Context: an optimization exercise on an open-source flow, tuned for small area, a short achievable clock period and few clock cycles per item. The choices shown serve that exercise and are no tape-out recipe.
Function was checked by simulation only, so behaviour that the tests miss may differ from the original.
No activity file was given, so power comes from the tool's default toggle rates.

==> config.mk <==
export PLATFORM = sky130hd
export DESIGN_NAME = rfser_chframe
export DESIGN_NICKNAME = rfser_chframe
export VERILOG_FILES = /design/flow/design.v
export SDC_FILE = /design/flow/constraint.sdc
export NUM_CORES = 4
export LEC_CHECK = 0
export CAP_MARGIN = 20
export CORE_MARGIN = 2
export CORE_UTILIZATION = 40
export PLACE_DENSITY = 0.6
export SLEW_MARGIN = 20
==> constraint.sdc <==
create_clock -name core_clock -period 33.0 [get_ports {clk}]
set_input_delay 6.6000 -clock core_clock [delete_from_list [all_inputs] [get_ports {clk}]]
set_output_delay 6.6000 -clock core_clock [all_outputs]
set_load 0.01 [all_outputs]
==> design.v <==
module rfser_chframe (
    input  wire        clk,
    input  wire        rst,           
    input  wire        start,
    output wire        ready,
    input  wire [4:0]  chan_count,    
    input  wire [4:0]  chan_start,    
    input  wire [1:0]  fs_mode,       
    input  wire        rangecheck,
    input  wire        ctr_load,
    input  wire [15:0] ctr_value,
    output reg  [4:0]  tab_addr,
    input  wire [15:0] ch_out,
    input  wire [15:0] ch_center,
    input  wire [15:0] fs_val,
    output reg         out_valid,
    input  wire        out_ready,
    output reg  [7:0]  out_byte,
    output reg         out_last
);
    localparam [7:0]  SYNC          = 8'h7E;
    localparam [7:0]  TC_MODULE     = 8'h01;
    localparam [7:0]  TID_CHANNELS  = 8'h03;
    localparam [15:0] CTR_RELOAD    = 16'd1000;
    localparam [1:0]  FS_NOTSET     = 2'd0;
    localparam [1:0]  FS_HOLD       = 2'd1;
    localparam [1:0]  FS_CUSTOM     = 2'd2;
    localparam [1:0]  FS_NOPULSES   = 2'd3;
    localparam [1:0]  P_HDR = 2'd0,   
                      P_DAT = 2'd1,   
                      P_CRC = 2'd2,   
                      P_END = 2'd3;   
    reg        ready_r;
    reg [1:0]  ph;
    reg [2:0]  cnt;
    reg [3:0]  pl;         
    reg        ok;         
    reg [1:0]  groups;
    reg [15:0] counter;
    reg [15:0] crc;
    reg        due;
    reg [1:0]  fsm;
    reg        rc;
    reg [2:0]  ahi;        
    reg [15:0] rin_raw;    
    reg [15:0] rin_cen;    
    assign ready = ready_r;
    wire busy = ~ready_r;
    wire adv  = ~out_valid | out_ready;
    wire ph_hdr = (ph == P_HDR);
    wire ph_dat = (ph == P_DAT);
    wire ph_crc = (ph == P_CRC);
    wire ph_end = (ph == P_END);
    wire ld   = busy & adv & ~ph_end & (~ph_dat | ok);
    wire sel_fs = due & (fsm == FS_CUSTOM);
    wire signed [17:0] x = {{2{rin_raw[15]}}, rin_raw} + {rin_cen[15], rin_cen, 1'b0}
                           - 18'sd3000;
    wire clamp_hi = ~x[17] & (x >= 18'sd1362);
    wire clamp_lo =  x[17] & (x <= -18'sd1363);
    wire [11:0] xl = x[11:0];
    wire signed [11:0] xs = xl;
    wire [1:0] kp = x[17] ? 2'd3 - ({1'b0, xs <= -12'sd341} + {1'b0, xs <= -12'sd682} + {1'b0, xs <= -12'sd1023})
                          :         ({1'b0, xs >=  12'sd341} + {1'b0, xs >=  12'sd682} + {1'b0, xs >=  12'sd1023});
    wire [13:0] t  = {xl[11], xl, 1'b0} + {{2{xl[11]}}, xl} + {12'd0, kp};
    wire [10:0] u  = t[12:2];
    wire [10:0] sc = {~u[10], u[9:0]};
    wire fs_hold  = sel_fs & (rin_raw == 16'd2000);
    wire fs_nop   = sel_fs & (rin_raw == 16'd2001);
    wire force_hi = due & (fsm == FS_HOLD) | fs_hold;
    wire force_lo = due & (fsm == FS_NOPULSES) | fs_nop;
    wire [10:0] chval = force_hi ? 11'd2047 :
                        force_lo ? 11'd0 :
                        clamp_hi ? 11'd2046 :
                        clamp_lo ? 11'd1 : sc;
    wire [15:0] crc_sub = crc - {8'd0, out_byte};
    wire [7:0]  len = (groups == 2'd1) ? 8'd16 : (groups == 2'd2) ? 8'd28 : 8'd40;
    reg  [7:0]  nbyte;
    always @(*) begin
        case (ph)
            P_HDR: case (cnt)
                3'd1:    nbyte = len;
                3'd2:    nbyte = TC_MODULE;
                3'd3:    nbyte = TID_CHANNELS;
                3'd4:    nbyte = {rc, due, 6'd0};
                default: nbyte = 8'h00;
            endcase
            P_DAT: case (cnt)
                3'd0:    nbyte = chval[7:0];
                3'd1:    nbyte = {chval[3:0], 1'b0, ahi};
                default: nbyte = {1'b0, chval[10:4]};
            endcase
            default: nbyte = cnt[0] ? crc[7:0] : crc_sub[15:8];
        endcase
    end
    wire body = (ph_hdr & (cnt >= 3'd3)) | ph_dat | (ph_crc & ~cnt[0]);
    wire fire = out_valid & out_ready;
    wire last_pair = (pl == 4'd0);
    wire d0 = ph_dat & ((cnt == 3'd0) | ((cnt == 3'd2) & ~last_pair));
    wire d1 = (ph_hdr & (cnt == 3'd5)) | (ph_dat & (cnt == 3'd1) & ~last_pair) |
              (ph_dat & (cnt == 3'd2) & ~last_pair);
    wire [1:0] g_in = (chan_count <= 5'd8) ? 2'd1 : (chan_count <= 5'd16) ? 2'd2 : 2'd3;
    always @(posedge clk) begin
        rin_raw <= sel_fs ? fs_val : ch_out;
        rin_cen <= ch_center;
    end
    always @(posedge clk) begin
        if (rst) begin
            ready_r   <= 1'b1;
            out_valid <= 1'b0;
            counter   <= 16'd0;
        end else if (ready_r) begin
            if (start) begin
                ready_r   <= 1'b0;
                out_valid <= 1'b1;
            end else if (ctr_load) begin
                counter <= ctr_value;
            end
        end else begin
            if (ld) begin
                out_valid <= 1'b1;
                if (ph_hdr & (cnt == 3'd1)) begin
                    counter <= (counter == 16'd0) ? CTR_RELOAD : counter - 16'd1;
                end
            end else if (adv) begin
                out_valid <= 1'b0;
                if (ph_end)
                    ready_r <= 1'b1;
            end
        end
    end
    always @(posedge clk) begin
        if (ready_r) begin
            ph       <= P_HDR;
            cnt      <= 3'd1;
            ok       <= 1'b1;
            tab_addr <= chan_start;
            crc      <= 16'hFFFF;
            groups   <= g_in;
            out_byte <= SYNC;
            out_last <= 1'b0;
        end else begin
            if (fire & body)
                crc <= crc_sub;
            if (ld) begin
                out_byte <= nbyte;
                out_last <= ph_crc & cnt[0];
                ok       <= 1'b1;
                tab_addr <= tab_addr + {4'd0, d1};
                if (ph_hdr & (cnt == 3'd1)) begin
                    due <= (fs_mode != FS_NOTSET) && (counter == 16'd0);
                    fsm <= fs_mode;
                    rc  <= rangecheck;
                end
                if (ph_dat & (cnt == 3'd0))
                    ahi <= chval[10:8];
                case (ph)
                    P_HDR: if (cnt == 3'd5) begin
                        ph  <= P_DAT;
                        cnt <= 3'd0;
                        pl  <= {groups - 2'd1, 2'b11};
                    end else begin
                        cnt <= cnt + 3'd1;
                    end
                    P_DAT: if (cnt == 3'd2) begin
                        cnt <= 3'd0;
                        if (last_pair) ph <= P_CRC;
                        pl  <= pl - 4'd1;
                    end else begin
                        cnt <= cnt + 3'd1;
                    end
                    P_CRC: if (cnt[0]) ph <= P_END;
                           else        cnt <= 3'd1;
                    default: ;
                endcase
            end else if (~ok) begin
                ok       <= 1'b1;
                tab_addr <= tab_addr + {4'd0, d0};
            end else if (~adv) begin
                ok       <= ~d0;
                tab_addr <= tab_addr - {4'd0, d0};
            end
        end
    end
endmodule
==> run.sh <==
#!/bin/bash
# synth_recipe.tcl (not shown) runs the flow's synth.tcl, then flattens the netlist and writes it again
# the make line also repeats each setting of config.mk as NAME=value (left out here)
make -C /OpenROAD-flow-scripts/flow DESIGN_CONFIG=/design/flow/config.mk WORK_HOME=/design/flow/orfs CLKGATE_MAP_FILE= SYNTH_SCRIPT=/design/flow/synth_recipe.tcl finish
==> results.py <==
metrics = {
    "placement": {
        "hpwl_mm": 14.9,
        "io_buffers": 97,
        "dp.cells": 1215,
        "gp_congestion": 0.896,
        "dpl_cell_area_mm2": 0.00881,
    },
    "timing": {
        "slew_violations": 0,
        "setup_tns_ns": 0,
        "whs_ns": 0.474,
        "worst_pin_slew_ns": 1.01,
        "skew_ns": 0.0174,
        "relSlewSlack": 0.321,
        "hold_viol": 0,
        "finalCritPeriodShare": 0.285,
        "setup_violations": 0,
        "rsz0062_at_grt": "false",
        "fin_crit_ns": 9.40,
        "fmax_ghz": 0.106,
    },
    "cts": {
        "clk_pin_slew_worst_paths_ns": 0.08,
        "cts_sinks": 99,
        "clockBufferDepth": 2,
        "clk_latency_ns": 0.36,
        "root_buffer": "clkbuf_16",
        "cts-resized-gates": 0,
        "cts_tree": "done",
        "cts_setup_buffers": 0,
        "cts_hold_buffers": 0,
        "htreeDepth": 3,
        "cts_buffers": 9,
    },
    "detailed_routing": {
        "drtIter0Drc": 533,
        "wl_mm": 19.1,
        "drc": 0,
        "topRoutingLayerUsed": "met4",
        "drt-met1-wl_mm": 10.2,
        "routedWlPerCell_um": 15.5,
        "dr_wl_met3_mm": 1.06,
        "ant_nets": 0,
        "via_per_inst": 5.46,
        "route.met2.wl_mm": 7.65,
        "vias": 6725,
        "drt_first_pass_iters": 8,
    },
    "floorplanning": {
        "die_h_um": 142,
        "design.core.area_mm2": 0.0187,
        "io_pins": 98,
        "fp-row-count": 50,
        "chipWidth_um": 142,
        "dieArea_mm2": 0.0202,
        "start_util": 0.408,
    },
    "finish": {
        "layout.cells.non_filler": 1231,
        "fill_cells": 1796,
        "antenna_cells": 0,
        "postLayoutCellArea_mm2": 0.00912,
        "area_growth_pct": 19.4,
        "layout-drive-gt1-share": 0.0632,
        "fin_nets": 1182,
    },
    "worst_setup_path": {
        "arrival_ns": 9.51,
        "crit_fanout": 11,
        "worstSetupPathType": "input port to flip-flop",
        "end_kind": "flip-flop",
        "start_kind": "input port",
        "required_ns": 33.11,
    },
    "grt": {
        "grt_remaining_overflow": 0,
        "antenna_found_initial": 0,
        "grt_pass1_vias": 6249,
        "grt_pass1_wl_mm": 31.7,
        "grt_use_total": 0.194,
        "grt_max_degree": 33,
    },
    "logic_synthesis": {
        "syn_area_mm2": 0.00764,
        "synthCells": 912,
        "synth_cell_type_count": 79,
        "synth_area_leaders": "dfxtp_1, ha_1, edfxtp_1",
        "ys_seq_area_frac": 0.283,
        "synth_flop_cell": "dfxtp_1",
        "synth_edf_count": 18,
        "async_flop_share": 0,
        "syn_nets": 1102,
        "avgSynthCellArea_um2": 8.38,
        "ys_seq_elements": 99,
        "yosysTopAreaCellShare": 0.212,
        "synth_top_area_cell": "dfxtp_1",
        "yosys_warnings": 1,
    },
    "power": {
        "p_leak_uw": 0.00389,
        "peakVddDrop_mv": 0.0267,
        "power.density_mw_per_mm2": 54.9,
        "p_total_uw": 501,
    },
    "hold_path": {
        "hold_class": "flip-flop to flip-flop",
    },
    "job": {
        "max_cap_viol_count": 0,
    },
    "outcome": {
        "status": "no timing/DRC/antenna violations",
    },
}
## final cells by class
cell class	instances	area [um2]	area share
inverters	94	353	0.0387
clock buffers	9	225	0.0247
well taps	234	293	0.0321
clock inverters	7	83.8	0.00919
multi-input cells	688	5010	0.549
flip-flops and latches	99	2160	0.237
repair buffers	100	993	0.109
## worst paths after layout
path	slack, ns	startpoint	depth (start not counted)	endpoint
hold reg to reg	0.47	counter[9]	2	counter[9]
setup / recovery	23.60	out_ready	15	tab_addr[4]
setup reg to reg	26.00	rin_raw[6]	32	out_byte[5]
hold / removal	0.47	counter[9]	2	counter[9]
## cells in the final DEF, fill, tap and decap left out, types with 4 or more instances in the layout
cell type        Yosys  final
ha_1               101    101
clkdlybuf4s50_1      0     97
inv_1               93     93
dfxtp_1             81     81
nand2_1             78     78
a21oi_1             70     69
nor2_1              65     64
o21ai_0             59     59
xnor2_1             28     28
nor3_1              25     25
nand3_1             24     24
mux2_2              18     18
edfxtp_1            18     18
xor2_1              16     16
a211oi_1            13     13
a221oi_1            13     13
a31oi_1             10     10
nor2b_1              9      9
or3_1                9      9
clkbuf_16            0      9
o21bai_1             8      8
or2_2                8      8
a21o_1               7      7
o211ai_1             7      7
o21a_1               7      7
and3_1               7      7
fa_1                 7      7
nand4_1              6      6
nor4_1               6      6
and2_1               5      5
a2111oi_0            5      5
o31ai_1              5      5
or4_1                4      4
o31a_1               4      4
o22ai_1              4      4
## critical path, stage by stage
cell and delay [ns]:
clkdlybuf4s50_1 0.54, inv_1 0.06, a21oi_1 0.27, and2_1 0.43, o21ai_0 0.16, a32o_1 0.23, ha_1 0.19, inv_1 0.07
fa_1 0.19, inv_1 0.05, a21o_1 0.17, a21oi_1 0.18, xnor2_1 0.16, xnor2_1 0.13, o21ai_0 0.09
## kinds of logic (layout without fill, tap and decap cells)
kind of cell / after synthesis / count (layout) / synth area share
and+or+nand+nor: 260 / 260 / 0.162
AOI/OAI and AO/OA: 254 / 254 / 0.225
buffers and inverters: 125 / 210 / 0.0629
adders and majority gates: 108 / 108 / 0.184
DFF: 99 / 99 / 0.283
xor gates and xnor gates: 45 / 45 / 0.0526
muxes: 21 / 21 / 0.0305
## routing by layer
metal	vias to the layer above	track usage
met4	0	0.0447
met5	-	0
li1	3415	-
met1	3077	0.301
met2	219	0.277
met3	14	0.0320
## stage by stage
stage               utilization  worst slack, ns
floorplan                     -            24.04
global placement          0.471            23.35
detailed placement        0.471            23.24
CTS                       0.488            23.63
global route              0.488            23.36
finish                    0.488            23.60
## cells in the mapped netlist (all sizes together) (15+ instances only)
library cell,instances
ha,101
inv,93
dfxtp,81
nand2,78
a21oi,71
nor2,65
o21ai,60
xnor2,28
nor3,25
nand3,24
clkbuf,23
edfxtp,18
mux2,18
xor2,17
a211oi,15
## sequential cells by signal, summed over array words and instances, names as in the netlist, 2 cells and up
register,flops
counter,16
crc,16
rin_cen,16
rin_raw,16
out_byte,8
tab_addr,5
pl,4
ahi,3
cnt,3
fsm,2
groups,2
ph,2
## where the power goes
part | switching [uW] | leakage [uW] | internal (uW)
combinational | 145 | 0.00290 | 103
sequential | 8.02 | 0.000838 | 132
clock | 51.7 | 0.000153 | 60.2
total | 205 | 0.00389 | 296
Testbench counts, summed over its fixed seeds: cycles 15,852, frames 384.

==> re-timing with driven ports <==
The results above use ideal ports. As a check the final layout listed here was re-extracted and re-timed, cells and wires unchanged.
Step 1 sets driving cells, clkbuf_16 on the clock port and buf_2 on the other inputs (assumed; they add their load-dependent delay and slew).
Step 2 moves the port delays by t, midway between the first and last clock arrival at a register: inputs arrive t later, outputs are due t later. That takes back most of the time a late clock gives input paths.
Slacks: ideal ports / drivers / drivers and shift; pairs: ideal ports / drivers.
shift t [ns]: 0.396
setup slack, ns: 23.597 / 23.606 / 23.210
hold WS [ns]: 0.474 / 0.474 / 0.474
worst slew at a driven data input, ns: 0.05
After both steps this run still meets setup and hold. The setup slack of this run moves by +0.009 ns with the drivers and by -0.387 ns with both steps.
